This is an optimization exercise on Yosys and OpenROAD, whose aim is small area, not a production implementation.
The RTL was checked by simulation tests, not by an equivalence proof against the original design.
No activity file was given, so power comes from the tool's default toggle rates.

## zinc
==> flow/design.v (excerpt) <==
module xmodem_rx (
    input  wire        clk,
    input  wire        rst,
    input  wire        rx_valid,
    input  wire [7:0]  rx_data,
    output wire        tx_valid,
    output wire [7:0]  tx_data,
    input  wire        tx_pop,
    input  wire        tick,
    input  wire        cmd_valid,
    input  wire [7:0]  cmd_op,
    input  wire [7:0]  cmd_arg,
    output reg         rsp_valid,
    output reg  [1:0]  rsp_status,
    output wire [31:0] rsp_data,
    output reg         buf_we,
    output wire [9:0]  buf_addr,
    output reg  [7:0]  buf_wdata,
    output wire        irq
);
Size: roughly 240 flip-flops, about 11000 um^2 of cells after synthesis.
export LEC_CHECK = 0
export CAP_MARGIN = 0
export CORE_MARGIN = 2
export CORE_UTILIZATION = 80
export CTS_BUF_LIST = sky130_fd_sc_hd__clkbuf_8
export CTS_CLUSTER_DIAMETER = 60
export CTS_CLUSTER_SIZE = 16
export SLEW_MARGIN = 0
create_clock -name core_clock -period 8.0 [get_ports {clk}]
standard.sh (not shown) runs the stock make flow with config.mk's settings and CLKGATE_MAP_FILE= SYNTH_SCRIPT=/design/flow/synth_recipe.tcl, a recipe that flattens the netlist after the stock synthesis.
==> flow/flow/run.sh <==
#!/bin/bash
set -euo pipefail
HERE=$(pwd)
FLOWDIR=$HERE/flow

# ORFS synthesis script with the ABC script replaced
sed 's#^\(  *\)log_cmd abc {\*}$abc_args#\1set abc_args [lreplace $abc_args 1 1 '"$FLOWDIR"'/area.script]\n\1log_cmd abc {*}$abc_args#' \
    "$FLOW_HOME/scripts/synth.tcl" > "$HERE/own_synth_orfs.tcl"
grep -q "area.script" "$HERE/own_synth_orfs.tcl"

# The standard flow's synthesis wrapper, sourcing the script above
sed 's#source \$::env(SCRIPTS_DIR)/synth.tcl#source '"$HERE"'/own_synth_orfs.tcl#' \
    "$HERE/synth_recipe.tcl" > "$HERE/own_synth.tcl"
grep -q "own_synth_orfs.tcl" "$HERE/own_synth.tcl"

bash "$HERE/standard.sh" \
    "SYNTH_SCRIPT=$HERE/own_synth.tcl" \
    "BUFFER_PORTS_ARGS=-buffer_cell sky130_fd_sc_hd__buf_1" \
    "CTS_ARGS=-sink_clustering_enable -repair_clock_nets -sink_clustering_size 16 -sink_clustering_max_diameter 60 -buf_list sky130_fd_sc_hd__clkbuf_8 -dont_use_dummy_load" \
    finish > "$HERE/flow_make.log" 2>&1
test -s "$HERE/out/final.def"
==> flow/flow/area.script <==
strash
balance -l; resub -K 6 -l; rewrite -l; resub -K 6 -N 2 -l; refactor -l; resub -K 8 -l; balance -l; resub -K 8 -N 2 -l; rewrite -l; resub -K 10 -l; rewrite -z -l; resub -K 10 -N 2 -l; balance -l; resub -K 12 -l; refactor -z -l; resub -K 12 -N 2 -l; rewrite -z -l; balance -l
dch -f
amap -m -A 8 -F 4
topo
strash
dch -f
amap -m -A 8 -F 4
topo
strash
dch -f
amap -m -A 8 -F 4
topo
Both conditions hold for zinc: the flow ran to the end and the final layout passed the timing, design-rule and antenna checks.
Input changes introduced in delta (baseline for comparison: zinc):
Settings: changing CORE_UTILIZATION from 80 to 70; setting GPL_TIMING_DRIVEN to 0 for the first time.
==> run notes <==
delta completed end to end; final checks failed (max-capacitance violations).
As of delta, total cell area at the placement stage had risen slightly compared to zinc.
Going from zinc to delta, share of the synthesized area in compound gates (AO/OA/AOI/OAI) shows no meaningful change; total chip power went down.
The standby leakage power reported for delta is greater than that of zinc by 0.000041 uW.
Diff zinc and delta: flip-flop and latch share of the layout cell area higher in zinc
Relative to zinc, overall routing resource usage decreased by 15 points in delta.
met2 track demand over resource was higher in zinc than in delta.
Comparing zinc and delta, number of iterations in the first detailed-routing pass is higher on zinc.
Setup changes, delta to willow
Settings: GPL_TIMING_DRIVEN removed (was 0).
### Flow results
No stage failed in willow, and the final checks on the layout all came back clean.
Going from delta to willow, wire length of the first global-routing pass grows by 3.9%.
Share of total power consumed by net switching across willow and delta: no real change.
Per the comparison of willow with delta, worst slack at placement has increased; overall track demand over capacity in global routing rose by 1.2 points; total power of the final layout grew by about 0.4%.
Looking at final non-filler cell area, willow sits below delta.
Final design utilization was higher in the run labelled delta.
Re non-filler instance count after layout: willow is 6 down on delta.
Modified inputs, nickel compared to willow
==> flow/flow/area.script <==
strash
balance -l; resub -K 6 -l; rewrite -l; resub -K 6 -N 2 -l; refactor -l; resub -K 8 -l; balance -l; resub -K 8 -N 2 -l; rewrite -l; resub -K 10 -l; rewrite -z -l; resub -K 10 -N 2 -l; balance -l; resub -K 12 -l; refactor -z -l; resub -K 12 -N 2 -l; rewrite -z -l; balance -l
balance -l; resub -K 6 -l; rewrite -l; resub -K 6 -N 2 -l; refactor -l; resub -K 8 -l; balance -l; resub -K 8 -N 2 -l; rewrite -l; resub -K 10 -l; rewrite -z -l; resub -K 10 -N 2 -l; balance -l; resub -K 12 -l; refactor -z -l; resub -K 12 -N 2 -l; rewrite -z -l; balance -l
&get -n
&dch -f
&nf -R 1000 -p
&put
--- outcome ---
- The final layout from nickel, which completed every stage, passed the timing, design-rule and antenna checks at the end of the flow.
- nickel vs willow: fraction of layout cells with a size suffix above 1 down in nickel
- On worst hold slack: between willow and nickel, it ends up higher for nickel.
- Taking willow as the reference, in nickel final worst-path setup slack climbed 0.095 ns, via-per-instance ratio barely changed, wire length on met2 dropped about 1.6%, sequential power barely changed, combinational cell fraction of total power dropped 3.0 points.
- Between willow and nickel, highest achievable clock rate is higher for nickel, willow comes in under that.

## what the ideal ports hide
The flow's constraints put no driver on any port. The routed layouts listed below were extracted and timed again, unchanged, in two steps.
Step 1, drivers: a clkbuf_16 drives clk and a buf_2 each remaining input, both assumed.
Step 2 adds t to the input delays and takes it off the output delays; t is the mean of the earliest and latest rising clock arrival at the registers after step 1. Input paths then give back, and output paths get back, about the clock's delay inside the block.
Slacks: ideal / step 1 / step 2; pairs: ideal / step 1.
run | t, ns | slack for setup (ns) | worst register clock-pin slew, ns
zinc | 0.571 | 0.853 / 0.853 / 0.853 | 0.11 / 0.11
delta | 0.561 | 0.576 / 0.576 / 0.576 | 0.11 / 0.11
willow | 0.560 | 1.266 / 1.266 / 1.266 | 0.11 / 0.11
nickel | 0.557 | 1.361 / 1.361 / 1.361 | 0.11 / 0.11
